This is an optimization exercise on Yosys and OpenROAD, whose aim is small area, a short achievable clock period and few clock cycles, not a production implementation. No run shown here included a check of the RTL's function; only the layout flow was run. Power and IR drop assume default switching activity.

==> design/flow/design.v <==
module fsq_table_engine (
    input  wire        clk,
    input  wire        rst,
    input  wire        cmd_valid,
    output wire        cmd_ready,
    input  wire [3:0]  cmd_op,
    input  wire [7:0]  cmd_a,
    input  wire [7:0]  cmd_b,
    output wire        rsp_valid,
    output wire [3:0]  rsp_err,
    output wire [2:0]  rsp_sub,
    output wire [7:0]  rsp_arg,
    output wire [16:0] rsp_result,
    output wire        rsp_tv,
    output wire [2:0]  rsp_k,
    output wire [2:0]  rsp_b
);
    localparam OP_NOP    = 4'h0, OP_CLEAR  = 4'h1, OP_APUSH = 4'h2, OP_KPUSH = 4'h3,
               OP_SETPAD = 4'h4, OP_BUILD  = 4'h5, OP_ENCB  = 4'hA, OP_DECB  = 4'hB,
               OP_PACK   = 4'hC, OP_UNPACK = 4'hD;
    localparam B_FIRST = 3'd0, B_SCAN = 3'd1, B_CHK = 3'd2, B_COL = 3'd3,
               B_FIN1  = 3'd4, B_FIN2 = 3'd5, B_ERR = 3'd7;
    reg [111:0] alpha_f;                 
    reg [255:0] kslot_f;                 
    reg [4:0]  alen;
    reg [5:0]  klen;
    reg [7:0]  pad;
    reg        pad_mem;                  
    reg        hi_f;  reg [3:0] hi_i;    
    reg        dup_f; reg [3:0] dup_i;   
    reg        tv;
    reg        tv_o;                     
    reg [2:0]  r_k, r_b;                 
    reg        fast_ok;                  
    reg        kdup;                     
    reg [15:0] seen;                     
    wire k4 = alen[4], k3 = alen[3], k2 = alen[2], k1 = !(alen[4] | alen[3] | alen[2]);
    wire n_sq = (alen == 5'd1) || (alen == 5'd4) || (alen == 5'd9) || (alen == 5'd16);
    function [3:0] rc_of(input [3:0] p, input f4, input f3, input f2);
        reg [3:0] t;
        begin
            t[3] = p == 4'd6 || p == 4'd7 || p == 4'd8;
            t[2] = p == 4'd3 || p == 4'd4 || p == 4'd5;
            t[1] = p == 4'd2 || p == 4'd5 || p == 4'd8;
            t[0] = p == 4'd1 || p == 4'd4 || p == 4'd7;
            rc_of = ({4{f4}} & p) | ({4{f3}} & t) | ({4{f2}} & {1'b0, p[1], 1'b0, p[0]});
        end
    endfunction
    function [3:0] mk(input [1:0] r, input [1:0] c, input f4, input f3, input f2);
        reg [3:0] t;
        begin
            t[3] = r == 2'd2 && c == 2'd2;
            t[2] = (r == 2'd1 && c != 2'd0) || (r == 2'd2 && c != 2'd2);
            t[1] = (r == 2'd0 && c == 2'd2) || (r == 2'd1 && c == 2'd0) || (r == 2'd2 && c != 2'd2);
            t[0] = (r == 2'd0 && c == 2'd1) || (r == 2'd1 && c != 2'd1) || (r == 2'd2 && c == 2'd1);
            mk = ({4{f4}} & {r, c}) | ({4{f3}} & t) | ({4{f2}} & {2'd0, r[0], c[0]});
        end
    endfunction
    function [4:0] mkb(input [1:0] r, input [1:0] c, input f4, input f3, input f2, input f1);
        reg [4:0] t;
        begin
            t[4] = r == 2'd2 && c != 2'd0;
            t[3] = !(r == 2'd2 && c != 2'd0);
            t[2] = r == 2'd1 || (r == 2'd2 && c == 2'd0);
            t[1] = (r == 2'd0 && c != 2'd0) || (r == 2'd1 && c == 2'd2) || (r == 2'd2 && c == 2'd0);
            t[0] = (r != 2'd1 && c != 2'd1) || (r == 2'd1 && c == 2'd1);
            mkb = ({5{f4}} & {1'b1, r, c}) | ({5{f3}} & t) | ({5{f2}} & {3'b001, r[0], c[0]}) |
                  {4'd0, f1};
        end
    endfunction
    function [15:0] therm(input [4:0] n);
        integer j, b;
        reg gt, eq;
        begin
            for (j = 0; j < 16; j = j + 1) begin
                gt = 1'b0; eq = 1'b1;
                for (b = 3; b >= 0; b = b - 1) begin
                    if (!j[b]) gt = gt | (eq & n[b]);
                    eq = eq & (n[b] == j[b]);
                end
                therm[j] = n[4] | gt;
            end
        end
    endfunction
    reg [2:0]  bst;
    reg        sv;                       
    reg [4:0]  sdi;
    reg        slast;
    reg [1:0]  sph;                      
    reg        dup_a, dup_b;
    reg [3:0]  min_da;                   
    reg [1:0]  sr, sc;
    reg        rst_q;
    always @(posedge clk) rst_q <= rst;
    reg       rdy;                       
    reg       e_cmd;                     
    reg       e_bld;                     
    reg [3:0] c_op;
    reg [7:0] c_a;                       
    reg [7:0] c_b;
    reg [3:0] c_ad;                      
    reg [3:0] c_au;                      
    reg [3:0] c_sa;                      
    reg [4:0] c_sb;                      
    reg       c_age, c_bge;              
    assign cmd_ready = rdy;
    wire       b_done;                   
    wire [4:0] scan_next;                
    wire [7:0] prt;                      
    wire [3:0] i_rc1 = rc_of(cmd_a[3:0], k4, k3, k2);
    wire [3:0] i_rc2 = rc_of(cmd_b[3:0], k4, k3, k2);
    wire [3:0] i_sa  = mk(i_rc1[3:2], i_rc2[1:0], k4, k3, k2);
    wire [4:0] i_sb  = mkb(i_rc2[3:2], i_rc1[1:0], k4, k3, k2, k1);
    wire       i_bld = cmd_valid && cmd_op == OP_BUILD;
    function ge_n(input [7:0] v, input f4, input f3, input f2, input f1);
        begin
            ge_n = (|v[7:4]) || (f3 && v[3] && (|v[2:0])) || (f2 && |v[3:2]) || (f1 && |v[3:0]);
        end
    endfunction
    always @(posedge clk) begin
        c_op <= cmd_op; c_b <= cmd_b;
        c_a  <= e_bld ? prt : cmd_a;
        if (!e_bld) c_ad <= cmd_a[3:0];
        if (cmd_op == OP_UNPACK) c_au <= cmd_a[3:0];
        c_sa <= i_sa;
        c_sb <= e_bld ? scan_next : i_sb;
        c_age <= ge_n(cmd_a, k4, k3, k2, k1);
        c_bge <= ge_n(cmd_b, k4, k3, k2, k1);
        if (rst) begin
            rdy <= 1'b1; e_cmd <= 1'b0; e_bld <= 1'b0;
        end else if (!e_bld) begin
            e_cmd <= cmd_valid && !i_bld;
            e_bld <= i_bld;
            rdy <= !i_bld;
        end else begin
            e_cmd <= 1'b0;
            e_bld <= !b_done;
            rdy <= b_done;
        end
    end
    wire is_clear  = c_op == OP_CLEAR;
    wire is_apush  = c_op == OP_APUSH;
    wire is_kpush  = c_op == OP_KPUSH;
    wire is_setpad = c_op == OP_SETPAD;
    wire is_encb   = c_op == OP_ENCB;
    wire is_decb   = c_op == OP_DECB;
    wire is_pack   = c_op == OP_PACK;
    wire is_unpack = c_op == OP_UNPACK;
    wire is_ill    = !(c_op == OP_NOP || is_clear || is_apush || is_kpush || is_setpad ||
                       is_encb || is_decb || is_pack || is_unpack);
    wire [15:0] amask = therm(alen);
    reg  [15:0] cam_m;
    reg  [3:0]  cam_code;
    integer i;
    always @* begin
        cam_code = 4'd0;
        for (i = 0; i < 16; i = i + 1) begin
            cam_m[i] = (alpha_f[7*i +: 7] == c_a[6:0]) && amask[i];
            if (cam_m[i]) cam_code = cam_code | i[3:0];
        end
    end
    wire cam_hit = |cam_m;
    wire [7:0] kslot_a = kslot_f[8*c_sa +: 8];
    wire [3:0] enc_o1 = kslot_a[3:0];
    assign     prt    = kslot_f[8*c_sb +: 8];    
    wire [3:0] enc_o2 = prt[3:0];
    wire [15:0] dmask_a = {{7{k4}}, {5{k4 | k3}}, {3{k4 | k3 | k2}}, 1'b1};
    wire [31:0] dmask_b = {{14{k4}}, {2{k4 | k3}}, {7{k3}}, 1'b0, {4{k2}}, 2'b00, k1, 1'b0};
    reg [15:0] dm_a;
    reg [31:0] dm_b;
    reg [3:0]  de_a, de_b;               
    always @* begin
        de_a = 4'd0; de_b = 4'd0;
        for (i = 0; i < 16; i = i + 1) begin
            dm_a[i] = kslot_f[8*i +: 4] == c_ad && dmask_a[i];
            if (dm_a[i]) de_a = de_a | i[3:0];
        end
        for (i = 0; i < 32; i = i + 1) begin
            dm_b[i] = kslot_f[8*i +: 4] == c_b[3:0] && dmask_b[i];
            if (dm_b[i]) de_b = de_b | i[3:0];
        end
    end
    wire [3:0] rc3_a = {dm_a[6] | dm_a[7] | dm_a[8], dm_a[3] | dm_a[4] | dm_a[5],
                        dm_a[2] | dm_a[5] | dm_a[8], dm_a[1] | dm_a[4] | dm_a[7]};
    wire [3:0] rc3_b = {dm_b[15] | dm_b[16] | dm_b[17], dm_b[12] | dm_b[13] | dm_b[14],
                        dm_b[11] | dm_b[14] | dm_b[17], dm_b[10] | dm_b[13] | dm_b[16]};
    wire [3:0] rca = ({4{k4}} & de_a) | ({4{k3}} & rc3_a) | ({4{k2}} & {1'b0, de_a[1], 1'b0, de_a[0]});
    wire [3:0] rcb = ({4{k4}} & de_b) | ({4{k3}} & rc3_b) | ({4{k2}} & {1'b0, de_b[1], 1'b0, de_b[0]});
    wire [3:0] dec_o1 = mk(rca[3:2], rcb[1:0], k4, k3, k2);
    wire [3:0] dec_o2 = mk(rcb[3:2], rca[1:0], k4, k3, k2);
    wire        k_res  = !c_a[7] && cam_hit;
    wire [7:0]  k_data = c_a[7] ? 8'h90 : (cam_hit ? {4'b1000, cam_code} : {1'b0, c_a[6:0]});
    wire        k_fresh = klen == 6'd0 || klen == {1'b0, alen};   
    wire        kp_we  = e_cmd && is_kpush && !klen[5];
    wire        sc_we  = e_bld && bst == B_SCAN && sv && !c_a[7];
    wire [4:0]  w_idx  = e_bld ? sdi : klen[4:0];
    wire        s_in_b = sdi >= alen;
    wire        s_res  = c_a[7];
    wire        s_bad  = s_res ? c_a[4] : !cam_hit;
    wire [15:0] s_oh   = s_res ? (16'd1 << c_a[3:0]) : cam_m;
    wire        s_fresh = sdi == 5'd0 || sdi == alen;    
    wire        s_dup  = !s_fresh && |(seen & s_oh);
    wire        s_da   = !s_in_b && s_dup;
    wire        s_db   = s_in_b && s_dup;
    wire [15:0] col_oh = 16'd1 << c_a[3:0];
    wire        c_last_r = (k4 && sr == 2'd3) || (k3 && sr == 2'd2) || (k2 && sr == 2'd1) || k1;
    wire [1:0]  sr_n = c_last_r ? 2'd0 : sr + 2'd1;
    wire [1:0]  sc_n = c_last_r ? sc + 2'd1 : sc;
    assign scan_next = bst == B_SCAN ? c_sb + 5'd1 :
                       bst == B_COL ? mkb(sr, sc, k4, k3, k2, k1) : 5'd0;
    wire [3:0] min_rc = rc_of(min_da, k4, k3, k2);
    wire [3:0] i1_hi = mk(min_da[3:2], 2'd0, k4, k3, k2);
    wire [3:0] i1_lo = {2'd0, min_da[1:0]};
    wire [3:0] i2_hi = {2'd0, sc};
    wire [3:0] i2_lo = mk(sr, 2'd0, k4, k3, k2);
    wire       use1  = dup_a && (min_da[3:2] == 2'd0 || !dup_b);
    wire [3:0] f_hi  = use1 ? i1_hi : i2_hi;
    wire [3:0] f_lo  = use1 ? i1_lo : i2_lo;
    wire [7:0] fin_i = k2 ? {4'd0, f_hi[1:0], f_lo[1:0]} : k1 ? 8'd0 : {f_hi, f_lo};
    wire b_pass = n_sq && !hi_f && !dup_f && pad_mem && klen == {alen, 1'b0};
    wire b_fast = fast_ok && !kdup;
    assign b_done = (bst == B_FIRST && !(b_pass && !b_fast)) ||
                    (bst == B_CHK && !dup_a && !dup_b) || bst == B_FIN2 || bst == B_ERR;
    wire q_ok  = tv && !c_age && !c_bge;
    reg        n_v;
    reg [3:0]  n_err;
    reg [2:0]  n_sub;
    reg [7:0]  n_arg;
    always @* begin
        n_v = 1'b0; n_err = 4'd0; n_sub = 3'd0; n_arg = 8'd0;
        if (e_cmd) begin
            n_v = 1'b1;
            if (is_apush && alen[4]) begin n_err = 4'd3; n_sub = 3'd5; n_arg = 8'd16; end
            if (is_kpush && klen[5]) begin n_err = 4'd4; n_sub = 3'd1; n_arg = 8'd32; end
            if (is_ill) begin n_err = 4'd1; n_sub = 3'd1; end
            if (is_encb || is_decb || is_unpack || is_pack) begin
                if (!tv) n_err = 4'd2;
                else if (!is_pack && c_age) begin n_err = 4'd6; n_sub = 3'd1; n_arg = c_a; end
                else if ((is_encb || is_decb) && c_bge) begin n_err = 4'd6; n_sub = 3'd2; n_arg = c_b; end
            end
        end else if (e_bld) begin
            n_v = b_done;
            if (bst == B_FIRST) begin
                if (alen == 5'd0)                 begin n_err = 4'd3; n_sub = 3'd1; end
                else if (!n_sq)                   begin n_err = 4'd3; n_sub = 3'd2; n_arg = {3'd0, alen}; end
                else if (hi_f)                    begin n_err = 4'd3; n_sub = 3'd3; n_arg = {4'd0, hi_i}; end
                else if (dup_f)                   begin n_err = 4'd3; n_sub = 3'd4; n_arg = {4'd0, dup_i}; end
                else if (!pad_mem)                begin n_err = 4'd5; n_sub = 3'd1; n_arg = pad; end
                else if (klen != {alen, 1'b0})    begin n_err = 4'd4; n_sub = 3'd2; n_arg = {2'd0, klen}; end
            end
            if (bst == B_ERR)  begin n_err = 4'd4; n_sub = 3'd3; n_arg = {3'd0, sdi - 5'd1}; end
            if (bst == B_FIN2) begin n_err = 4'd4; n_sub = 3'd4; n_arg = fin_i; end
        end
    end
    wire sel_enc  = e_cmd && is_encb && q_ok;
    wire sel_dec  = e_cmd && is_decb && q_ok;
    wire sel_unp  = e_cmd && is_unpack && tv && !c_age;
    wire sel_pack = e_cmd && is_pack && tv && !c_a[7];
    wire [11:0] q_res = ({12{sel_enc}} & {1'b1, enc_o1, 3'd0, enc_o2}) |
                        ({12{sel_dec}} & {1'b1, dec_o1, 3'd0, dec_o2}) |
                        ({12{sel_unp}} & {1'b1, 4'd0, alpha_f[7*c_au +: 7]}) |
                        ({12{sel_pack}} & {cam_hit, 4'd0, 3'd0, cam_code});
    reg        r_v;
    reg [3:0]  r_err;
    reg [2:0]  r_sub;
    reg [7:0]  r_arg;
    reg [11:0] r_res;      
    assign rsp_valid  = r_v;
    assign rsp_err    = r_err;
    assign rsp_sub    = r_sub;
    assign rsp_arg    = r_arg;
    assign rsp_result = {r_res[11], 4'd0, r_res[10:7], 1'b0, r_res[6:0]};
    assign rsp_tv     = tv_o;
    assign rsp_k      = r_k;
    assign rsp_b      = r_b;
    always @(posedge clk) begin
        r_err <= n_err; r_sub <= n_sub; r_arg <= n_arg; r_res <= q_res;
        if (rst) r_v <= 1'b0; else r_v <= n_v;
    end
    wire build_ok = e_bld && ((bst == B_FIRST && b_pass && b_fast) ||
                              (bst == B_CHK && !dup_a && !dup_b));
    wire tv_clr   = (e_cmd && (is_clear || is_setpad || (is_apush && !alen[4]) || (is_kpush && !klen[5]))) ||
                    (e_bld && bst == B_FIRST);
    wire tv_n = !rst_q && (build_ok || (tv && !tv_clr));
    wire tv_r = tv_n && n_v;
    always @(posedge clk) begin
        tv   <= tv_n;
        tv_o <= tv_r;
        r_k  <= tv_r ? {k4, k3 | k2, alen[0]} : 3'd0;
        r_b  <= tv_r ? {k4 | k3, k2, 1'b0} : 3'd0;
    end
    always @(posedge clk) begin
        for (i = 0; i < 32; i = i + 1)
            if ((kp_we || sc_we) && w_idx == i) kslot_f[8*i +: 8] <= k_data;
    end
    always @(posedge clk) begin
        if (rst_q) begin
            alen <= 5'd0; klen <= 6'd0; pad <= 8'h20; pad_mem <= 1'b0;
            hi_f <= 1'b0; dup_f <= 1'b0; bst <= B_FIRST;
        end else if (e_cmd) begin
            if (is_clear) begin
                alen <= 5'd0; klen <= 6'd0; pad <= 8'h20; pad_mem <= 1'b0;
                hi_f <= 1'b0; dup_f <= 1'b0;
            end
            if (is_apush && !alen[4]) begin
                for (i = 0; i < 16; i = i + 1)
                    if (alen[3:0] == i) alpha_f[7*i +: 7] <= c_a[6:0];
                alen <= alen + 5'd1;
                if (!hi_f && c_a[7]) begin hi_f <= 1'b1; hi_i <= alen[3:0]; end
                if (!dup_f && cam_hit) begin dup_f <= 1'b1; dup_i <= alen[3:0]; end
                if (c_a == pad && !pad[7]) pad_mem <= 1'b1;
                if (klen != 6'd0) fast_ok <= 1'b0;
            end
            if (is_kpush && !klen[5]) begin
                klen <= klen + 6'd1;
                seen <= (k_fresh ? 16'd0 : seen) | cam_m;
                if (klen == 6'd0) begin
                    fast_ok <= k_res;
                    kdup <= 1'b0;
                end else begin
                    fast_ok <= fast_ok && k_res;
                    if (!k_fresh && |(seen & cam_m)) kdup <= 1'b1;
                end
            end
            if (is_setpad) begin
                pad <= c_a;
                pad_mem <= !c_a[7] && cam_hit;
            end
        end else if (e_bld) begin
            case (bst)
            B_FIRST: begin
                sv <= 1'b0;
                if (b_pass && !b_fast) begin
                    bst <= B_SCAN;
                    dup_a <= 1'b0; dup_b <= 1'b0;
                    fast_ok <= 1'b0;
                end
            end
            B_SCAN: begin
                sv <= 1'b1; sdi <= c_sb;
                slast <= scan_next == klen[4:0];
                if (sv) begin
                    seen <= (s_fresh ? 16'd0 : seen) | s_oh;
                    if (!dup_a) min_da <= sdi[3:0];
                    dup_a <= dup_a || s_da;
                    dup_b <= dup_b || s_db;
                    if (s_bad) bst <= B_ERR;     
                    else if (slast) bst <= B_CHK;
                end
            end
            B_CHK: begin
                if (dup_b) begin
                    bst <= B_COL; sr <= 2'd0; sc <= 2'd0; sph <= 2'd0;
                    seen <= 16'd0;
                end else if (dup_a) begin
                    bst <= B_FIN1;
                end else begin
                    bst <= B_FIRST;
                end
            end
            B_COL: begin
                sph <= sph == 2'd2 ? 2'd0 : sph + 2'd1;
                if (sph == 2'd2) begin
                    if (|(seen & col_oh)) begin
                        bst <= B_FIN1;
                    end else begin
                        seen <= seen | col_oh;
                        sr <= sr_n; sc <= sc_n;
                    end
                end
            end
            B_FIN1: begin
                min_da <= min_rc;
                bst <= B_FIN2;
            end
            B_FIN2: begin
                bst <= B_FIRST;
            end
            default: begin  
                bst <= B_FIRST;
            end
            endcase
        end
    end
endmodule
==> design/flow/flow/run.sh <==
#!/bin/bash
set -euo pipefail
bash standard.sh synth > flow_synth.log 2>&1
bash standard.sh SETUP_SLACK_MARGIN=7.0 finish > flow_finish.log 2>&1
==> design/flow/standard.sh <==
#!/bin/bash
# synth_recipe.tcl (not shown) runs the flow's synth.tcl, then flattens the netlist and writes it again
# the make line also repeats each setting of config.mk as NAME=value (left out here)
make -C /OpenROAD-flow-scripts/flow DESIGN_CONFIG=/design/flow/config.mk WORK_HOME=/design/flow/orfs CLKGATE_MAP_FILE= SYNTH_SCRIPT=/design/flow/synth_recipe.tcl "${@:-finish}"
==> design/flow/config.mk <==
export PLATFORM = sky130hd
export DESIGN_NAME = fsq_table_engine
export DESIGN_NICKNAME = fsq_table_engine
export VERILOG_FILES = /design/flow/design.v
export SDC_FILE = /design/flow/constraint.sdc
export NUM_CORES = 8
export LEC_CHECK = 0
export CAP_MARGIN = 20
export CORE_MARGIN = 2
export CORE_UTILIZATION = 45
export CTS_CLUSTER_DIAMETER = 100
export CTS_CLUSTER_SIZE = 25
export PLACE_DENSITY = 0.6
export SLEW_MARGIN = 20
==> design/flow/constraint.sdc <==
create_clock -name core_clock -period 10.0 [get_ports {clk}]
set_input_delay 2.0000 -clock core_clock [delete_from_list [all_inputs] [get_ports {clk}]]
set_output_delay 2.0000 -clock core_clock [all_outputs]
set_load 0.01 [all_outputs]
==> metrics.yaml, run 1 <==
run_status:
  outcome: "finished clean"
placement:
  dp_hpwl_um: 60500
  finalWeightedCongestion: 0.947
  io_buffer_count: 56
  dp_worst_setup_slack_ns: 5.70
  place_area_mm2: 0.0290
clock_network:
  clk_pin_slew_ns: 0.11
  htree_levels: 1
  cts_made_buffers: 26
  cts_root_buf: "clkbuf_16"
  clockBufferDepth: 3
  cts_hold_buf: 0
  clock-sinks: 515
  clk_latency_ns: 0.64
  cts_tree: "yes"
final_layout:
  syn2layout_area_growth_pct: 17.1
  drive_above_1_share_pct: 23.5
  fin_area_mm2: 0.0326
  n_antenna_cell: 0
  fin_util_pct: 53.1
  nets: 2491
synth:
  netlist_area_mm2: 0.0278
  yosysSeqAreaShare_pct: 52.2
  synth_commonest_cells: "edfxtp_1 (421), xor2_1 (172), nor2_1 (156), xnor2_1 (146), nand2_1 (133)"
  synth_ff_type: "edfxtp_1"
  synth.most_common_cell: "edfxtp_1"
  synth-seq-cells: 515
  synth-edff-count: 421
  synth.area.top_cells: "edfxtp_1 (45%), mux4_2 (7.0%), dfxtp_1 (6.8%)"
  synth_top_area_share_pct: 45.4
  ys_async_sr_fraction_pct: 0
  synth_top_area_cell: "edfxtp_1"
  syn-instance-count: 2354
  yosysWarningCount: 1
  yosys.cell_types.count: 92
  syn_area_per_cell_um2: 11.8
routing:
  drt_iter0_markers: 2728
  via_per_inst: 6.54
  vias: 21283
  dr.pass1.iters: 7
  drcViolationCount: 0
  wirelength_um: 94200
  final_antenna_net_count: 0
  wl_per_cell_um: 29.0
sta:
  setup_tns_ns: 0
  final_max_slew_viol_count: 0
  tightest_slew_ns: 1.07
  timing.final.ws_setup_ns: 6.86
  fin_crit_sh_pct: 31.4
  min_period_ns: 3.14
  skew_ns: 0.0440
  hold_violations: 0
  setup_viol: 0
  max_freq_mhz: 318
  max-slew-margin-rel_pct: 28.2
  rsz0062_at_grt: "yes"
grt:
  grt_pass1_vias: 20344
  grt_overflow: 0
  antenna_found_initial: 0
  globalRouteTotalUtil_pct: 28.7
  grt_start_max_net_pins: 48
  grt_pass1_wl_um: 137000
power:
  p_per_area_mw_per_mm2: 122
  clkPwrFrac_pct: 32.3
  switching_share_pct: 24.1
  p_int_mw: 3.03
  p_comb_share_pct: 9.0
  leakagePower_nw: 11.2
  peakVddDrop_mv: 0.107
  p_switching_mw: 0.962
  p_seq_share_pct: 58.7
critical_path:
  worstSetupPathType: "reg2out"
  cp_num_buf_inv: 1
  path_max_fanout: 1
  end_kind: "primary output"
  crit_chain: "buf_6"
  critPathSlowestCell: "dfxtp_4"
  crit_required_ns: 8.00
  rrSetupSlack_ns: 6.93
  startpoint_type: "register"
  slowest_delay_ns: 0.39
  crit_family: "flip-flops"
  crit_arrival_ns: 1.14
floorplanning:
  rows: 91
  fp.dieH_um: 253
  core_mm2: 0.0614
  start_util_pct: 45.3
  die-area_mm2: 0.0638
  die_w_um: 253
  ioPinCount: 64
flow_run:
  drv_cap: 0
min_path:
  min_path_type: "reg2reg"
-- repair_timing --
action,in CTS,in global routing
endpoints found under the setup margin,725,529
gates cloned,8,5
buffers inserted,80,47
pin swaps,31,47
gates resized for setup,395,121
-- final timing paths --
| kind | cells after the start | endpoint | startpoint |
|---|---|---|---|
| worst max-delay path | 1 | rsp_result[3] | r_res[3]$_DFF_P_ |
| worst min-delay path | 1 | pad[7]$_SDFFE_PP0P_ | pad[7]$_SDFFE_PP0P_ |
| worst max register to register | 11 | seen[13]$_DFFE_PP_ | c_a[1]$_DFF_P_ |
| worst min register to register | 1 | pad[7]$_SDFFE_PP0P_ | pad[7]$_SDFFE_PP0P_ |
-- cell type report --
cell class              instances  area (um^2)
clock buffers                  42          793
clock inverters                 6         60.1
fillers                      5140        28800
inverters                      60          250
multi-input cells            1614        13300
flip-flops and latches        515        14600
well taps                     790          988
repair buffers                226         2530
repair inverters                1         7.51
-- layer usage --
metal	wire, um	up-vias	GRT usage [%]	part of all wire (%)
met5	0	-	0	0
met4	4810	0	11.7	5.1
met3	8860	276	4.59	9.4
met2	43500	1318	46.2	46
met1	37000	10591	39.0	39
li1	-	9098	-	-
-- flip-flops by register name, indices dropped and copies added (netlist names), 4 cells and up --
register	flops
pad	8
r_res	12
alen	5
min_da	4
c_au	4
c_sa	4
c_sb	5
c_a	8
klen	6
seen	16
c_b	8
kslot_f	256
sdi	5
r_arg	8
hi_i	4
c_op	4
c_ad	4
alpha_f	112
dup_i	4
-- power groups by stage --
stage	clock network, mW	logic [mW]	registers, mW
global route	1.38	0.377	2.34
global placement	0	0.240	2.42
floorplan	0	0.203	2.38
CTS	1.30	0.328	2.34
finish	1.29	0.361	2.34
detailed placement	0	0.244	2.42
-- per-stage QoR --
step	std cells	hold WS, ns	total power [mW]
after floorplan	2360	0.406	2.59
after global placement	3066	0.509	2.66
after detailed placement	3066	0.508	2.66
after CTS	3202	0.535	3.97
after global routing	3254	0.557	4.09
final	3254	0.548	3.99
-- kinds of logic after synthesis --
group           Yosys count  synth area share, %
compound gates          484                 11.8
xor+xnor                318                 10.0
fa+ha+maj                24                 1.08
buf+inv                 234                 3.98
flops                   515                 52.2
mux                     168                 9.97
other cells               1               0.0135
simple gates            610                 11.0
-- layout by cell type, fill, tap and decap left out, types with 48 or more instances in the layout --
cell type	netlist	final
a21oi_1	114	107
buf_4	16	112
dfxtp_1	94	48
edfxtp_1	421	421
inv_1	57	51
mux2i_1	77	77
mux4_2	87	87
nand2_1	133	125
nand3_1	68	65
nor2_1	156	112
nor3_1	58	48
o21ai_0	84	76
xnor2_1	146	144
xor2_1	172	167
==> run 2, diff against run 1 <==
--- a/design/flow/config.mk
+++ b/design/flow/config.mk
@@ -7,3 +7,3 @@
 export LEC_CHECK = 0
-export CAP_MARGIN = 20
+export CAP_MARGIN = 0
 export CORE_MARGIN = 2
@@ -13,2 +13,2 @@
 export PLACE_DENSITY = 0.6
-export SLEW_MARGIN = 20
+export SLEW_MARGIN = 0
==> metrics.yaml, run 2 <==
run_status:
  outcome: "finished clean"
power:
  peakVddDrop_mv: 0.143
  leakagePower_nw: 11.5
  p_per_area_mw_per_mm2: 121
floorplanning:
  die_w_um: 253
  core_mm2: 0.0614
  fp.dieH_um: 253
  rows: 91
  die-area_mm2: 0.0638
  ioPinCount: 64
  start_util_pct: 45.3
grt:
  antenna_found_initial: 2
  globalRouteTotalUtil_pct: 28.6
  grt_pass1_wl_um: 136000
  grt_start_max_net_pins: 48
  grt_pass1_vias: 20344
  grt_overflow: 0
critical_path:
  slowest_delay_ns: 0.38
  path_max_fanout: 1
  startpoint_type: "register"
  cp_num_buf_inv: 1
  timing.rr.start: "alen[3]$_SDFFE_PP0P_"
  worstSetupPathType: "reg2out"
  rrSetupSlack_ns: 6.97
  crit_arrival_ns: 1.12
  r2r-end: "kslot_f[114]$_DFFE_PP_"
  crit_family: "flip-flops"
  end_kind: "primary output"
  crit_required_ns: 8.00
  critPathSlowestCell: "dfxtp_4"
  crit_chain: "buf_6"
  reg2regPathDepth: 12
routing:
  wirelength_um: 96400
  drcViolationCount: 0
  wl_per_cell_um: 29.3
  via_per_inst: 6.58
  vias: 21683
  dr.pass1.iters: 8
  final_antenna_net_count: 0
  drt_iter0_markers: 2974
placement:
  finalWeightedCongestion: 0.947
  dp_hpwl_um: 60400
  io_buffer_count: 56
sta:
  setup_tns_ns: 0
  hold_violations: 0
  tightest_slew_ns: 1.14
  rsz0062_at_grt: "yes"
  final_max_slew_viol_count: 0
  skew_ns: 0.0280
  setup_viol: 0
  max_freq_mhz: 321
  min_period_ns: 3.12
  whs_ns: 0.510
  max-slew-margin-rel_pct: 23.8
  fin_crit_sh_pct: 31.2
clock_network:
  cts_root_buf: "clkbuf_16"
  clk_pin_slew_ns: 0.11
  cts_tree: "yes"
  clk_latency_ns: 0.62
  cts_made_buffers: 26
  clock-sinks: 515
  htree_levels: 1
  clockBufferDepth: 3
min_path:
  min_path_type: "reg2reg"
  hold_end: "r_arg[6]$_DFF_P_"
  hold_start: "c_b[6]$_DFF_P_"
  holdPathStages: 2
synth:
  netlist_area_mm2: 0.0278
  syn_area_per_cell_um2: 11.8
  synth.area.top_cells: "edfxtp_1 (45%), mux4_2 (7.0%), dfxtp_1 (6.8%)"
  synth_commonest_cells: "edfxtp_1 (421), xor2_1 (172), nor2_1 (156), xnor2_1 (146), nand2_1 (133)"
  synth_top_area_share_pct: 45.4
  ys_async_sr_fraction_pct: 0
  synth_top_area_cell: "edfxtp_1"
  yosysWarningCount: 1
  yosys.cell_types.count: 92
  synth-seq-cells: 515
  synth_ff_type: "edfxtp_1"
  synth-edff-count: 421
  synth.most_common_cell: "edfxtp_1"
  syn-instance-count: 2354
  yosysSeqAreaShare_pct: 52.2
final_layout:
  final_common_cell: "edfxtp_1"
  syn2layout_area_growth_pct: 19.6
  fillers: 5077
  drive_above_1_share_pct: 25.3
  largest_reg_flops: 256
  nets: 2533
  layout_common_cells: "edfxtp_1 (421), xor2_1 (163), xnor2_1 (144)"
  fin_util_pct: 54.2
  largest_register: "kslot_f"
  largestRegisters: "kslot_f (256), alpha_f (112), seen (16)"
flow_run:
  drv_cap: 0
-- run 2: cell types whose count changed in the layout (fill, tap and decap cells not counted), moves of 3 or more --
cell       before  now
buf_4         112  136
buf_2          14   10
o21ai_1         8   11
xor2_2          5    8
nor2_4         31   35
clkbuf_16      33   38
buf_12         39   47
dfxtp_2        27   30
xor2_1        167  163
nor2_2         14   11
buf_6          31   37
dfxtp_1        48   44
-- run 2: layout make-up --
class                   count  area, um^2  area share [%]
multi-input cells        1615       13500            40.4
clock buffers              40         788            2.37
repair buffers            267        3060            9.21
inverters                  60         246           0.741
clock inverters             6        85.1           0.256
flip-flops and latches    515       14600            44.0
diodes                      1        2.50         0.00752
well taps                 790         988            2.97
repair inverters            1        7.51          0.0226
-- run 2: metrics by stage --
stage | power, mW | setup slack [ns] | instance area, um^2 | cells
6_report | 4.01 | 6.88 | 33300 | 3295
5_1_grt | 4.12 | 6.86 | 33300 | 3294
4_1_cts | 3.99 | 6.87 | 31800 | 3209
3_5_place_dp | 2.66 | 5.69 | 28900 | 3066
3_3_place_gp | 2.66 | 5.75 | 28900 | 3066
2_1_floorplan | 2.59 | 6.59 | 28100 | 2360
-- run 2: routing by layer --
layer | vias up | GRT usage (%) | share of wire, %
met1 | 10869 | 38.3 | 38
met4 | 0 | 11.3 | 5.0
met2 | 1347 | 46.2 | 46
met5 | - | 0 | 0
met3 | 281 | 5.29 | 10
li1 | 9186 | - | -
-- run 2: worst max path at each step --
stage                                start                   to  slack [ns]  depth (start not counted)
after global placement            cmd_a[0]      c_sb[1]$_DFF_P_        5.75                         10
after global routing        c_a[5]$_DFF_P_  bst[1]$_SDFFE_PP0P_        6.86                         11
after floorplan                   cmd_a[3]      c_sb[1]$_DFF_P_        6.59                         10
after CTS                 r_res[9]$_DFF_P_       rsp_result[10]        6.87                          1
after detailed placement          cmd_a[3]      c_sb[1]$_DFF_P_        5.69                         10
final                     r_res[9]$_DFF_P_       rsp_result[10]        6.88                          1
-- run 2: cell families after synthesis --
kind of cell / after synthesis / synth area share [%]
compound gates: 484 / 11.8
xor+xnor: 318 / 10.0
fa+ha+maj: 24 / 1.08
buf+inv: 234 / 3.98
flops: 515 / 52.2
mux: 168 / 9.97
other cells: 1 / 0.0135
simple gates: 610 / 11.0
-- run 2: report_power, final --
part,internal (mW),switching [mW],total [mW]
clock,0.585,0.718,1.30
sequential,2.32,0.0174,2.34
combinational,0.148,0.224,0.372
total,3.05,0.959,4.01
-- run 2: timing repair --
item,CTS,global route
endpoints found under the setup margin,734,487
hold buffers,0,0
resized for setup,402,151
cloned,8,10
buffers inserted,89,75
pin swaps,37,43
==> run 3, diff against run 2 <==
--- a/design/flow/config.mk
+++ b/design/flow/config.mk
@@ -12,3 +12,3 @@
 export CTS_CLUSTER_SIZE = 25
-export PLACE_DENSITY = 0.6
+export PLACE_DENSITY = 0.7
 export SLEW_MARGIN = 0
==> metrics.yaml, run 3 <==
grt:
  grt_start_max_net_pins: 54
  grt_pass1_wl_um: 132000
  globalRouteTotalUtil_pct: 27.4
  antenna_found_initial: 3
  grt_overflow: 0
  grt_pass1_vias: 20212
sta:
  max-slew-margin-rel_pct: 13.0
  hold_violations: 0
  min_period_ns: 3.12
  max_freq_mhz: 321
  tightest_slew_ns: 1.31
  fin_crit_sh_pct: 31.2
  setup_viol: 0
  timing.final.ws_setup_ns: 6.88
  final_max_slew_viol_count: 0
  rsz0062_at_grt: "yes"
  skew_ns: 0.0283
  setup_tns_ns: 0
routing:
  vias: 21410
  via_per_inst: 6.54
  wirelength_um: 92300
  drcViolationCount: 0
  dr.pass1.iters: 8
  final_antenna_net_count: 0
  wl_per_cell_um: 28.2
  drt_iter0_markers: 3182
synth:
  synth.most_common_cell: "edfxtp_1"
  synth_top_area_share_pct: 45.4
  ys_async_sr_fraction_pct: 0
  yosys.cell_types.count: 92
  synth.area.top_cells: "edfxtp_1 (45%), mux4_2 (7.0%), dfxtp_1 (6.8%)"
  synth_ff_type: "edfxtp_1"
  synth_commonest_cells: "edfxtp_1 (421), xor2_1 (172), nor2_1 (156), xnor2_1 (146), nand2_1 (133)"
  yosysSeqAreaShare_pct: 52.2
  syn-instance-count: 2354
  syn_area_per_cell_um2: 11.8
  synth-edff-count: 421
  synth_top_area_cell: "edfxtp_1"
  yosysWarningCount: 1
  synth-seq-cells: 515
  netlist_area_mm2: 0.0278
clock_network:
  cts_tree: "yes"
  cts_made_buffers: 26
  clk_pin_slew_ns: 0.10
  clockBufferDepth: 3
  clk_latency_ns: 0.62
  cts_root_buf: "clkbuf_16"
  htree_levels: 1
  cts_hold_buf: 0
  clock-sinks: 515
critical_path:
  startpoint: "r_res[3]$_DFF_P_"
  worstSetupPathType: "reg2out"
  r2r-end: "kslot_f[106]$_DFFE_PP_"
  rrSetupSlack_ns: 6.95
  crit_arrival_ns: 1.12
  crit_required_ns: 8.00
  crit_family: "flip-flops"
  cp_num_buf_inv: 1
  slowest_delay_ns: 0.38
  critPathSlowestCell: "dfxtp_4"
  path_max_fanout: 1
  startpoint_type: "register"
  reg2regPathDepth: 11
  endpoint: "rsp_result[3]"
  timing.rr.start: "alen[4]$_SDFFE_PP0P_"
  crit_chain: "buf_6"
  path_depth: 1
  end_kind: "primary output"
min_path:
  min_path_type: "reg2reg"
floorplanning:
  fp.dieH_um: 253
  ioPinCount: 64
  core_mm2: 0.0614
  die_w_um: 253
  die-area_mm2: 0.0638
  rows: 91
  start_util_pct: 45.3
power:
  p_per_area_mw_per_mm2: 122
  peakVddDrop_mv: 0.129
  leakagePower_nw: 11.3
  power.total_mw: 3.98
placement:
  placedCellCount: 3066
  finalWeightedCongestion: 0.952
  dp_worst_setup_slack_ns: 5.66
  dp_hpwl_um: 57900
  io_buffer_count: 56
final_layout:
  stdcell_count: 3272
  layout_common_cells: "edfxtp_1 (421), xor2_1 (163), xnor2_1 (145)"
  largest_register: "kslot_f"
  final_common_cell: "edfxtp_1"
  largest_reg_flops: 256
  largestRegisters: "kslot_f (256), alpha_f (112), seen (16)"
  syn2layout_area_growth_pct: 17.6
  nets: 2508
  seqCellArea_mm2: 0.0146
  drive_above_1_share_pct: 23.9
  multi_input_area_mm2: 0.0134
  fillers: 4988
flow_run:
  drv_cap: 0
run_status:
  outcome: "finished clean"
run 3: cell type report:
class | instances | share of cell area (%)
flip-flops and latches | 515 | 44.7
multi-input cells | 1615 | 41.1
repair buffers | 241 | 7.94
well taps | 790 | 3.02
clock buffers | 42 | 2.30
inverters | 60 | 0.734
clock inverters | 6 | 0.210
repair inverters | 2 | 0.0382
diodes | 1 | 0.00765
run 3: worst min-delay path by stage:
stage / from / endpoint / slack (ns) / cells past startpoint
final: pad[7]$_SDFFE_PP0P_ / pad[7]$_SDFFE_PP0P_ / 0.55 / 1
after global routing: pad[7]$_SDFFE_PP0P_ / pad[7]$_SDFFE_PP0P_ / 0.57 / 1
after CTS: pad[7]$_SDFFE_PP0P_ / pad[7]$_SDFFE_PP0P_ / 0.54 / 1
after detailed placement: pad[7]$_SDFFE_PP0P_ / pad[7]$_SDFFE_PP0P_ / 0.52 / 1
after global placement: pad[6]$_SDFFE_PP0P_ / pad[6]$_SDFFE_PP0P_ / 0.51 / 1
after floorplan: c_sb[3]$_DFF_P_ / sdi[3]$_DFFE_PP_ / 0.41 / 0
run 3: stage by stage:
stage	hold slack (ns)	instance area (um^2)	util, %
floorplan	0.406	28100	-
global placement	0.509	28900	47.2
detailed placement	0.518	28900	47.2
CTS	0.543	31300	51.0
global route	0.572	32700	53.3
finish	0.555	32700	53.3
run 3: cell families (layout without fill, tap and decap cells):
| group | after synthesis | after routing | synth area share, % |
|---|---|---|---|
| xor+xnor | 318 | 318 | 10.0 |
| buf+inv | 234 | 351 | 3.98 |
| mux | 168 | 168 | 9.97 |
| simple gates | 610 | 612 | 11.0 |
| flops | 515 | 515 | 52.2 |
| compound gates | 484 | 486 | 11.8 |
| fa+ha+maj | 24 | 24 | 1.08 |
| other cells | 1 | 8 | 0.0135 |
run 3: routing by layer:
layer  up-vias  part of all wire (%)  global-route usage [%]
met5         -                 0.026                       0
met4         4                   4.9                    11.3
met3       278                    12                    5.30
met2      1512                    45                    42.6
met1     10488                    38                    37.7
li1       9128                     -                       -
run 3: timing repair:
action	in CTS	in global routing
gates cloned	6	8
gates resized for setup	390	116
pin swaps	33	32
setup endpoints to repair	721	631
buffers inserted	64	79
run 3: report_power, final:
group          leakage [nW]  internal, mW  switching (mW)
Combinational          6.29         0.148           0.220
Sequential             4.59          2.32          0.0232
Clock                 0.396         0.535           0.726
Total                  11.3          3.01           0.970
==> run 4, diff against run 3 <==
==> design/flow/flow/run.sh (replaced) <==
#!/bin/bash
set -euo pipefail
bash standard.sh synth > flow_synth.log 2>&1
bash standard.sh SETUP_SLACK_MARGIN=7.0 SKIP_GATE_CLONING=1 finish > flow_finish.log 2>&1
--- a/design/flow/config.mk
+++ b/design/flow/config.mk
@@ -12,3 +12,3 @@
 export CTS_CLUSTER_SIZE = 25
-export PLACE_DENSITY = 0.7
+export PLACE_DENSITY = 0.6
 export SLEW_MARGIN = 0
==> metrics.yaml, run 4 <==
synth:
  synth-seq-cells: 515
  netlist_area_mm2: 0.0278
  synth.most_common_cell: "edfxtp_1"
  synth_ff_type: "edfxtp_1"
  ys_async_sr_fraction_pct: 0
  synth_commonest_cells: "edfxtp_1 (421), xor2_1 (172), nor2_1 (156), xnor2_1 (146), nand2_1 (133)"
  syn_area_per_cell_um2: 11.8
  synth.area.top_cells: "edfxtp_1 (45%), mux4_2 (7.0%), dfxtp_1 (6.8%)"
  synth_top_area_share_pct: 45.4
  yosys.cell_types.count: 92
  yosysWarningCount: 1
  synth-edff-count: 421
  yosysSeqAreaShare_pct: 52.2
  syn-instance-count: 2354
  synth_top_area_cell: "edfxtp_1"
final_layout:
  final_common_cell: "edfxtp_1"
  syn2layout_area_growth_pct: 18.5
  fillers: 5128
  largestRegisters: "kslot_f (256), alpha_f (112), seen (16)"
  largest_reg_flops: 256
  layout_common_cells: "edfxtp_1 (421), xor2_1 (162), xnor2_1 (142)"
  nets: 2516
  drive_above_1_share_pct: 24.6
  largest_register: "kslot_f"
grt:
  antenna_found_initial: 0
  grt_pass1_vias: 20148
  grt_start_max_net_pins: 45
  grt_pass1_wl_um: 135000
  grt_overflow: 0
  globalRouteTotalUtil_pct: 28.4
critical_path:
  slowest_delay_ns: 0.38
  critPathSlowestCell: "dfxtp_4"
  end_kind: "primary output"
  cp_num_buf_inv: 1
  crit_chain: "buf_6"
  crit_required_ns: 8.00
  startpoint_type: "register"
  crit_arrival_ns: 1.12
  worstSetupPathType: "reg2out"
  crit_family: "flip-flops"
  path_max_fanout: 1
placement:
  dp_worst_setup_slack_ns: 5.69
  finalWeightedCongestion: 0.947
  dp_hpwl_um: 60400
  io_buffer_count: 56
power:
  clkPwrFrac_pct: 32.4
  switching_share_pct: 23.9
  power.total_mw: 4.02
  p_int_mw: 3.06
  p_per_area_mw_per_mm2: 122
  leakagePower_nw: 11.4
  p_seq_share_pct: 58.2
  peakVddDrop_mv: 0.143
  p_comb_share_pct: 9.4
  p_switching_mw: 0.960
routing:
  via_per_inst: 6.55
  wl_per_cell_um: 29.2
  dr.pass1.iters: 6
  drt_iter0_markers: 2928
  final_antenna_net_count: 0
  vias: 21485
  drcViolationCount: 0
  wirelength_um: 95700
sta:
  max-slew-margin-rel_pct: 27.6
  timing.final.ws_setup_ns: 6.88
  max_freq_mhz: 321
  skew_ns: 0.0223
  setup_tns_ns: 0
  fin_crit_sh_pct: 31.2
  rsz0062_at_grt: "yes"
  min_period_ns: 3.12
  final_max_slew_viol_count: 0
  tightest_slew_ns: 1.08
  setup_viol: 0
  hold_violations: 0
clock_network:
  clock-sinks: 515
  htree_levels: 1
  cts_root_buf: "clkbuf_16"
  clockBufferDepth: 3
  cts_made_buffers: 26
  clk_latency_ns: 0.62
  clk_pin_slew_ns: 0.10
  cts_hold_buf: 0
  cts_tree: "yes"
floorplanning:
  die-area_mm2: 0.0638
  rows: 91
  ioPinCount: 64
  fp.dieH_um: 253
  die_w_um: 253
  start_util_pct: 45.3
  core_mm2: 0.0614
run_status:
  outcome: "finished clean"
min_path:
  min_path_type: "reg2reg"
flow_run:
  drv_cap: 0
==> run 4: cell counts after synthesis <==
No cell type changed its count.
==> run 4: power groups by stage <==
| stage | Combinational [mW] | Clock, mW | Sequential, mW |
|---|---|---|---|
| final | 0.377 | 1.30 | 2.34 |
| after global routing | 0.393 | 1.39 | 2.34 |
| after CTS | 0.321 | 1.32 | 2.34 |
| after detailed placement | 0.243 | 0 | 2.42 |
| after global placement | 0.240 | 0 | 2.42 |
| after floorplan | 0.203 | 0 | 2.38 |
==> run 4: path summary, 6_finish.rpt <==
| check | to | depth (start not counted) | slack (ns) | start |
|---|---|---|---|---|
| max | rsp_result[10] | 1 | 6.88 | r_res[9]$_DFF_P_ |
| max reg2reg | r_res[2]$_DFF_P_ | 12 | 6.96 | c_b[0]$_DFF_P_ |
| min | r_arg[6]$_DFF_P_ | 2 | 0.52 | c_b[6]$_DFF_P_ |
| min reg2reg | r_arg[6]$_DFF_P_ | 2 | 0.52 | c_b[6]$_DFF_P_ |
==> run 4: worst min-delay path: cells and delay by family (launching register included) <==
family	cells	cell delay, ns
flops	1	0.35
compound gates	2	0.15
==> run 4: stage by stage <==
stage | cells | hold WS, ns | area, um^2 | util, %
after CTS | 3205 | 0.514 | 31700 | 51.6
after floorplan | 2360 | 0.406 | 28100 | -
after detailed placement | 3066 | 0.487 | 28900 | 47.2
after global routing | 3277 | 0.553 | 33000 | 53.7
after global placement | 3066 | 0.509 | 28900 | 47.2
final | 3278 | 0.517 | 33000 | 53.7
==> run 4: kinds of logic (layout without fill, tap and decap cells) <==
logic type               Yosys count  count (layout)  share of synthesized area, %
flip-flops                       515             515                          52.2
XOR/XNOR                         318             318                          10.0
AND/OR/NAND/NOR                  610             610                          11.0
AO/OA/AOI/OAI                    484             484                          11.8
other                              1               8                        0.0135
adder cells (fa/ha/maj)           24              24                          1.08
multiplexers                     168             168                          9.97
buffers and inverters            234             361                          3.98
==> run 4: what timing repair did <==
action	CTS	global route
cloned	0	0
pin swaps	35	40
setup endpoints to repair	734	470
hold endpoints to repair	0	0
gates resized for setup	393	142
setup buffers	93	72
==> run 4: cell type report <==
class / instances / area (um^2) / area share, %
Sequential cell: 515 / 14600 / 44.4
Multi-Input combinational cell: 1611 / 13400 / 40.6
Timing Repair Buffer: 255 / 2870 / 8.69
Tap cell: 790 / 988 / 3.00
Clock buffer: 40 / 788 / 2.39
Inverter: 60 / 243 / 0.736
Clock inverter: 6 / 85.1 / 0.258
Antenna cell: 1 / 2.50 / 0.00759
==> run 4: per-layer routing <==
layer  GRT usage [%]  routed length, um  share of wire, %  vias to the layer above
met5               0                  0                 0                        -
met4            10.4               4430               4.6                        0
met3            4.57               9690                10                      252
met2            46.1              44300                46                     1391
met1            38.5              37300                39                    10700
li1                -                  -                 -                     9142
==> run 5, diff against run 4 <==
==> design/flow/flow/run.sh (replaced) <==
#!/bin/bash
set -euo pipefail
bash standard.sh synth > flow_synth.log 2>&1
bash standard.sh SETUP_SLACK_MARGIN=6.95 SKIP_GATE_CLONING=1 finish > flow_finish.log 2>&1
--- a/design/flow/config.mk
+++ b/design/flow/config.mk
@@ -9,3 +9,3 @@
 export CORE_MARGIN = 2
-export CORE_UTILIZATION = 45
+export CORE_UTILIZATION = 50
 export CTS_CLUSTER_DIAMETER = 100
==> metrics.yaml, run 5 <==
final_layout:
  drive_above_1_share_pct: 22.0
  largest_reg_flops: 256
  largestRegisters: "kslot_f (256), alpha_f (112), seen (16)"
  fillers: 4558
  largest_register: "kslot_f"
  final_common_cell: "edfxtp_1"
  layout_common_cells: "edfxtp_1 (421), xor2_1 (167), xnor2_1 (145)"
  nets: 2481
  syn2layout_area_growth_pct: 15.6
power:
  p_seq_share_pct: 58.7
  p_int_mw: 3.02
  leakagePower_nw: 11.1
  peakVddDrop_mv: 0.176
  p_per_area_mw_per_mm2: 124
  clkPwrFrac_pct: 32.1
  power.total_mw: 3.98
  p_comb_share_pct: 9.2
  p_switching_mw: 0.961
  switching_share_pct: 24.1
sta:
  final_max_slew_viol_count: 0
  hold_violations: 0
  skew_ns: 0.0367
  rsz0062_at_grt: "yes"
  tightest_slew_ns: 0.947
  max-slew-margin-rel_pct: 36.4
  setup_tns_ns: 0
  setup_viol: 0
  min_period_ns: 3.13
  fin_crit_sh_pct: 31.3
  max_freq_mhz: 319
clock_network:
  clockBufferDepth: 3
  clk_latency_ns: 0.63
  cts_root_buf: "clkbuf_16"
  cts_hold_buf: 0
  cts_tree: "yes"
  clock-sinks: 515
  cts_made_buffers: 26
  htree_levels: 1
  clk_pin_slew_ns: 0.11
critical_path:
  crit_required_ns: 8.00
  r2r-end: "r_res[0]$_DFF_P_"
  crit_family: "flip-flops"
  crit_arrival_ns: 1.13
  path_max_fanout: 1
  timing.rr.start: "c_b[1]$_DFF_P_"
  end_kind: "primary output"
  slowest_delay_ns: 0.39
  startpoint_type: "register"
  worstSetupPathType: "reg2out"
  rrSetupSlack_ns: 6.96
  critPathSlowestCell: "dfxtp_4"
  crit_chain: "buf_6"
  cp_num_buf_inv: 1
  reg2regPathDepth: 12
floorplanning:
  rows: 86
  die-area_mm2: 0.0576
  core_mm2: 0.0551
  start_util_pct: 50.5
  fp.dieH_um: 240
  ioPinCount: 64
  die_w_um: 240
routing:
  final_antenna_net_count: 0
  vias: 21227
  wl_per_cell_um: 29.8
  dr.pass1.iters: 6
  drcViolationCount: 0
  wirelength_um: 95500
  via_per_inst: 6.63
  drt_iter0_markers: 2830
synth:
  synth_commonest_cells: "edfxtp_1 (421), xor2_1 (172), nor2_1 (156), xnor2_1 (146), nand2_1 (133)"
  netlist_area_mm2: 0.0278
  synth-edff-count: 421
  synth_ff_type: "edfxtp_1"
  yosysSeqAreaShare_pct: 52.2
  synth_top_area_cell: "edfxtp_1"
  synth.area.top_cells: "edfxtp_1 (45%), mux4_2 (7.0%), dfxtp_1 (6.8%)"
  yosysWarningCount: 1
  yosys.cell_types.count: 92
  syn-instance-count: 2354
  synth-seq-cells: 515
  ys_async_sr_fraction_pct: 0
  synth_top_area_share_pct: 45.4
  synth.most_common_cell: "edfxtp_1"
  syn_area_per_cell_um2: 11.8
grt:
  globalRouteTotalUtil_pct: 32.3
  grt_pass1_vias: 20371
  grt_pass1_wl_um: 136000
  grt_overflow: 0
  antenna_found_initial: 2
  grt_start_max_net_pins: 64
flow_run:
  drv_cap: 0
placement:
  finalWeightedCongestion: 0.988
  io_buffer_count: 56
  dp_hpwl_um: 61800
min_path:
  hold_start: "c_a[3]$_DFF_P_"
  hold_end: "alpha_f[66]$_DFFE_PP_"
  holdPathStages: 0
  min_path_type: "reg2reg"
run_status:
  outcome: "finished clean"
## run 5: layout make-up
type / count / area (um^2) / area share [%]
Clock inverter: 5 / 91.3 / 0.284
Sequential cell: 515 / 14600 / 45.4
Multi-Input combinational cell: 1611 / 13200 / 40.9
Tap cell: 748 / 936 / 2.91
Timing Repair Buffer: 220 / 2390 / 7.42
Inverter: 60 / 238 / 0.739
Antenna cell: 2 / 5.00 / 0.0156
Clock buffer: 43 / 746 / 2.32
## run 5: how the worst max path moves through the flow
stage	from	end	slack, ns	depth (start not counted)
floorplan	cmd_a[3]	c_sb[1]$_DFF_P_	6.59	10
global placement	cmd_b[1]	c_sb[0]$_DFF_P_	5.72	10
detailed placement	cmd_b[1]	c_sb[0]$_DFF_P_	5.67	10
CTS	r_res[7]$_DFF_P_	rsp_result[8]	6.87	1
global route	r_res[7]$_DFF_P_	rsp_result[8]	6.86	1
finish	r_res[7]$_DFF_P_	rsp_result[8]	6.87	1
## run 5: through the flow
stage	instance area (um^2)	hold slack, ns	cells	util, %	setup WS, ns
2_1_floorplan	28100	0.406	2360	-	6.59
3_3_place_gp	28900	0.430	3029	52.5	5.72
3_5_place_dp	28900	0.441	3029	52.5	5.67
4_1_cts	31300	0.478	3154	56.9	6.87
5_1_grt	32200	0.470	3204	58.4	6.86
6_report	32200	0.472	3204	58.4	6.87
## run 5: cells by family after synthesis
logic type | share of synthesized area, %
compound gates | 11.8
fa+ha+maj | 1.08
buf+inv | 3.98
other cells | 0.0135
xor+xnor | 10.0
mux | 9.97
simple gates | 11.0
flops | 52.2
## run 5: timing repair
action | in CTS | in global routing
pin swaps | 29 | 23
buffers inserted | 77 | 48
endpoints found under the setup margin | 760 | 560
gates resized for setup | 374 | 94
gates cloned | 0 | 0
hold endpoints to repair | 0 | 0
## run 5: power by group through the flow
stage                     Combinational (mW)  Sequential (mW)  Clock (mW)
final                                  0.365             2.34        1.28
after global routing                   0.380             2.34        1.36
after CTS                              0.334             2.34        1.30
after detailed placement               0.253             2.41           0
after global placement                 0.250             2.41           0
after floorplan                        0.203             2.38           0
## run 5: layer usage
metal | up-vias | routed length [um] | part of all wire [%] | GRT usage (%)
met3 | 269 | 8240 | 8.6 | 4.44
met2 | 1242 | 45600 | 48 | 53.1
met4 | 2 | 5330 | 5.6 | 15.3
li1 | 9067 | - | - | -
met1 | 10647 | 36400 | 38 | 42.7
met5 | - | 13 | 0.014 | 0
==> run 6, diff against run 5 <==
--- a/design/flow/design.v
+++ b/design/flow/design.v
@@ -23,3 +23,6 @@
     reg [111:0] alpha_f;                 
-    reg [255:0] kslot_f;                 
+    reg [223:0] kslot_f;                 
+    reg [5:0]   rp;                      
+    reg         dd_v;                    
+    reg [4:0]   dd_i;                    
     reg [4:0]  alen;
@@ -162,5 +165,5 @@
     wire cam_hit = |cam_m;
-    wire [7:0] kslot_a = kslot_f[8*c_sa +: 8];
+    wire [6:0] kslot_a = kslot_f[7*c_sa +: 7];
     wire [3:0] enc_o1 = kslot_a[3:0];
-    assign     prt    = kslot_f[8*c_sb +: 8];    
+    assign     prt    = {1'b0, kslot_f[7*c_sb +: 7]};    
     wire [3:0] enc_o2 = prt[3:0];
@@ -174,3 +177,3 @@
         for (i = 0; i < 16; i = i + 1) begin
-            dm_a[i] = kslot_f[8*i +: 4] == c_ad && dmask_a[i];
+            dm_a[i] = kslot_f[7*i +: 4] == c_ad && dmask_a[i];
             if (dm_a[i]) de_a = de_a | i[3:0];
@@ -178,3 +181,3 @@
         for (i = 0; i < 32; i = i + 1) begin
-            dm_b[i] = kslot_f[8*i +: 4] == c_b[3:0] && dmask_b[i];
+            dm_b[i] = kslot_f[7*i +: 4] == c_b[3:0] && dmask_b[i];
             if (dm_b[i]) de_b = de_b | i[3:0];
@@ -190,11 +193,12 @@
     wire [3:0] dec_o2 = mk(rcb[3:2], rca[1:0], k4, k3, k2);
-    wire        k_res  = !c_a[7] && cam_hit;
-    wire [7:0]  k_data = c_a[7] ? 8'h90 : (cam_hit ? {4'b1000, cam_code} : {1'b0, c_a[6:0]});
+    wire        k_res  = !c_a[7] && cam_hit && klen == rp;   
+    wire [6:0]  k_data = (!c_a[7] && cam_hit && (e_bld || klen == rp)) ? {3'b000, cam_code} : c_a[6:0];
     wire        k_fresh = klen == 6'd0 || klen == {1'b0, alen};   
     wire        kp_we  = e_cmd && is_kpush && !klen[5];
-    wire        sc_we  = e_bld && bst == B_SCAN && sv && !c_a[7];
+    wire        s_res;
+    wire        sc_we  = e_bld && bst == B_SCAN && sv && !s_res;
     wire [4:0]  w_idx  = e_bld ? sdi : klen[4:0];
     wire        s_in_b = sdi >= alen;
-    wire        s_res  = c_a[7];
-    wire        s_bad  = s_res ? c_a[4] : !cam_hit;
+    assign      s_res  = {1'b0, sdi} < rp;
+    wire        s_bad  = !s_res && (!cam_hit || (dd_v && sdi == dd_i));
     wire [15:0] s_oh   = s_res ? (16'd1 << c_a[3:0]) : cam_m;
@@ -293,3 +297,3 @@
         for (i = 0; i < 32; i = i + 1)
-            if ((kp_we || sc_we) && w_idx == i) kslot_f[8*i +: 8] <= k_data;
+            if ((kp_we || sc_we) && w_idx == i) kslot_f[7*i +: 7] <= k_data;
     end
@@ -298,3 +302,3 @@
             alen <= 5'd0; klen <= 6'd0; pad <= 8'h20; pad_mem <= 1'b0;
-            hi_f <= 1'b0; dup_f <= 1'b0; bst <= B_FIRST;
+            hi_f <= 1'b0; dup_f <= 1'b0; bst <= B_FIRST; rp <= 6'd0; dd_v <= 1'b0;
         end else if (e_cmd) begin
@@ -302,3 +306,3 @@
                 alen <= 5'd0; klen <= 6'd0; pad <= 8'h20; pad_mem <= 1'b0;
-                hi_f <= 1'b0; dup_f <= 1'b0;
+                hi_f <= 1'b0; dup_f <= 1'b0; rp <= 6'd0; dd_v <= 1'b0;
             end
@@ -315,2 +319,4 @@
                 klen <= klen + 6'd1;
+                if (k_res) rp <= rp + 6'd1;
+                if (c_a[7] && !dd_v) begin dd_v <= 1'b1; dd_i <= klen[4:0]; end
                 seen <= (k_fresh ? 16'd0 : seen) | cam_m;
@@ -342,2 +348,3 @@
                 if (sv) begin
+                    if (!s_res && !s_bad) rp <= {1'b0, sdi} + 6'd1;
                     seen <= (s_fresh ? 16'd0 : seen) | s_oh;
==> metrics.yaml, run 6 <==
critical_path:
  crit_family: "flip-flops"
  timing.rr.start: "e_cmd$_SDFF_PP0_"
  cp_num_buf_inv: 1
  startpoint: "r_res[2]$_DFF_P_"
  crit_required_ns: 8.00
  path_max_fanout: 1
  startpoint_type: "register"
  worstSetupPathType: "reg2out"
  rrSetupSlack_ns: 6.92
  crit_arrival_ns: 1.13
  r2r-end: "alpha_f[94]$_DFFE_PP_"
  end_kind: "primary output"
  slowest_delay_ns: 0.40
  reg2regPathDepth: 5
  critPathSlowestCell: "dfxtp_4"
  crit_chain: "buf_6"
synth:
  synth-adder-area-share_pct: 1.40
  synthMuxAreaShare_pct: 9.94
  syn_area_per_cell_um2: 11.5
  ys_async_sr_fraction_pct: 0
  synth_commonest_cells: "edfxtp_1 (394), xnor2_1 (231), nor2_1 (171), a21oi_1 (132), nand2_1 (129)"
  synth_compound_area_share_pct: 12.0
  synth_top_area_share_pct: 43.1
  yosys.cell_types.count: 84
  synth.most_common_cell: "edfxtp_1"
  synth_xor_area_share_pct: 10.6
  yosysWarningCount: 1
  netlist_area_mm2: 0.0275
  synth_top_family_by_area: "compound AO/OA/AOI/OAI gates"
  synth.area.top_cells: "edfxtp_1 (43%), xnor2_1 (7.4%), dfxtp_1 (7.4%)"
  yosysSeqAreaShare_pct: 50.4
  synth-simple-area-share_pct: 11.6
  synth-seq-cells: 495
  synth-edff-count: 394
  synth_top_area_cell: "edfxtp_1"
  synth_ff_type: "edfxtp_1"
  syn-instance-count: 2388
floorplanning:
  rows: 85
  die-area_mm2: 0.0568
  start_util_pct: 50.8
  die_w_um: 238
  fp.dieH_um: 238
  core_mm2: 0.0540
  ioPinCount: 64
routing:
  drt_iter0_markers: 2793
  vias: 21474
  via_per_inst: 6.66
  wirelength_um: 95800
  wl_per_cell_um: 29.7
  drcViolationCount: 0
  dr.pass1.iters: 8
  final_antenna_net_count: 0
clock_network:
  clk_latency_ns: 0.63
  clockBufferDepth: 3
  clk_pin_slew_ns: 0.10
  cts_made_buffers: 26
  cts_tree: "yes"
  cts_root_buf: "clkbuf_16"
  htree_levels: 1
  clock-sinks: 495
final_layout:
  largestRegisters: "kslot_f (224), alpha_f (112), seen (16)"
  layout_common_cells: "edfxtp_1 (394), xnor2_1 (226), buf_4 (138)"
  nets: 2562
  stdcell_count: 3226
  largest_register: "kslot_f"
  drive_above_1_share_pct: 23.6
  final_common_cell: "edfxtp_1"
  syn2layout_area_growth_pct: 17.8
  largest_reg_flops: 224
sta:
  min_period_ns: 3.13
  max_freq_mhz: 320
  skew_ns: 0.0278
  setup_tns_ns: 0
  final_max_slew_viol_count: 0
  whs_ns: 0.496
  max-slew-margin-rel_pct: 14.4
  rsz0062_at_grt: "yes"
  hold_violations: 0
  setup_viol: 0
  fin_crit_sh_pct: 31.3
  tightest_slew_ns: 1.27
placement:
  placedCellCount: 3012
  io_buffer_count: 56
  finalWeightedCongestion: 0.955
  dp_hpwl_um: 62900
power:
  peakVddDrop_mv: 0.199
  p_per_area_mw_per_mm2: 120
  leakagePower_nw: 11.0
run_status:
  outcome: "finished clean"
grt:
  grt_overflow: 0
  grtUsageMet2_pct: 53.4
  grt_pass1_vias: 20531
  antenna_found_initial: 4
  grt-busiest-layer: "met2"
  grtUsageMet3_pct: 4.82
  grt_pass1_wl_um: 139000
  globalRouteTotalUtil_pct: 33.2
  grt_start_max_net_pins: 44
  met1_usage_pct: 44.7
flow_run:
  drv_cap: 0
min_path:
  min_path_type: "reg2reg"
  holdPathStages: 1
  hold_end: "dd_v$_SDFFE_PP0P_"
  hold_start: "dd_v$_SDFFE_PP0P_"
[run 6: cell types whose count changed in the layout (fill, tap and decap cells not counted), sizes merged, moves of 8 or more]
| cell | previous run | this run |
|---|---|---|
| edfxtp | 421 | 394 |
| mux2i | 77 | 69 |
| a21oi | 114 | 132 |
| and2 | 17 | 9 |
| nor2b | 18 | 28 |
| mux2 | 4 | 19 |
| o21ai | 93 | 81 |
| xor2 | 172 | 101 |
| a22oi | 29 | 42 |
| nor2 | 156 | 172 |
| xnor2 | 146 | 231 |
| o221ai | 38 | 51 |
| buf | 203 | 245 |
[run 6: cells by family (layout without fill, tap and decap cells)]
kind of cell | Yosys count | in the layout
adder cells (fa/ha/maj) | 31 | 31
buffers and inverters | 226 | 361
XOR/XNOR | 332 | 332
AND/OR/NAND/NOR | 642 | 642
multiplexers | 169 | 169
other | 1 | 8
flip-flops | 495 | 495
AO/OA/AOI/OAI | 492 | 492
[run 6: report_power, final]
| part | switching [mW] | internal (mW) |
|---|---|---|
| Clock | 0.720 | 0.548 |
| Sequential | 0.0144 | 2.23 |
| Combinational | 0.214 | 0.145 |
[run 6: worst max-delay path by stage]
stage | endpoint | slack (ns) | depth (start not counted)
after floorplan | c_sb[1]$_DFF_P_ | 6.59 | 10
after global placement | kslot_f[115]$_DFFE_PP_ | 5.28 | 9
after detailed placement | kslot_f[115]$_DFFE_PP_ | 5.13 | 9
after CTS | sc[1]$_SDFFCE_PN0P_ | 6.81 | 6
after global routing | alpha_f[108]$_DFFE_PP_ | 6.84 | 5
final | rsp_result[2] | 6.87 | 1
[run 6: layer usage]
layer  vias up  wire length (um)
li1       9221                 -
met1     10666             37900
met2      1308             44000
met3       275              8300
met4         4              5680
met5         -                26
[run 6: layout make-up]
cell class                      instances  area (um^2)
Antenna cell                            1         2.50
Clock buffer                           39          721
Clock inverter                          9          130
Fill cell                            4348        21700
Inverter                               51          213
Multi-Input combinational cell       1673        13700
Sequential cell                       495        13900
Tap cell                              696          871
Timing Repair Buffer                  262         2770
[run 6: timing repair]
| action | 4_1_cts | 5_1_grt |
|---|---|---|
| hold buffers | 0 | 0 |
| hold endpoints to repair | 0 | 0 |
| pin swaps | 40 | 28 |
| setup buffers | 117 | 48 |
| resized for setup | 401 | 106 |
| setup endpoints to repair | 627 | 545 |
[run 6: metrics by stage]
stage                     area [um^2]  util [%]  power, mW  setup WS [ns]
final                           32400      59.9       3.87           6.87
after global routing            32300      59.9       3.97           6.84
after CTS                       31500      58.3       3.86           6.81
after floorplan                 27700         -       2.48           6.59
after detailed placement        28500      52.8       2.56           5.13
after global placement          28500      52.8       2.56           5.28

## static timing again, ports no longer ideal
No port has a modelled driver above. Below, the same layouts with a new extraction and two added sets of constraints.
Step 1 sets driving cells, clkbuf_16 on the clock port and buf_2 on the other inputs (assumed; they add their load-dependent delay and slew).
Step 2, shift: input delay + t, output delay - t, t = (earliest + latest rising clock arrival at the registers) / 2. This alone moves slack from input paths to output paths.
Three values: no drivers, after step 1, after step 2; two values: the first two.
run	t (ns)	setup slack, ns	pins driven straight from the clock port
run 1	0.677	6.858 / 6.795 / 6.396	1
run 2	0.665	6.880 / 6.818 / 6.400	1
run 3	0.665	6.881 / 6.823 / 6.286	1
run 4	0.669	6.882 / 6.819 / 6.399	1
run 5	0.671	6.867 / 6.806 / 6.333	1
run 6	0.673	6.873 / 6.812 / 6.340	1
After both steps every run listed still meets setup and hold. The setup slack of run 3, which loses most, moves by -0.058 ns with the drivers and by -0.595 ns with both steps.
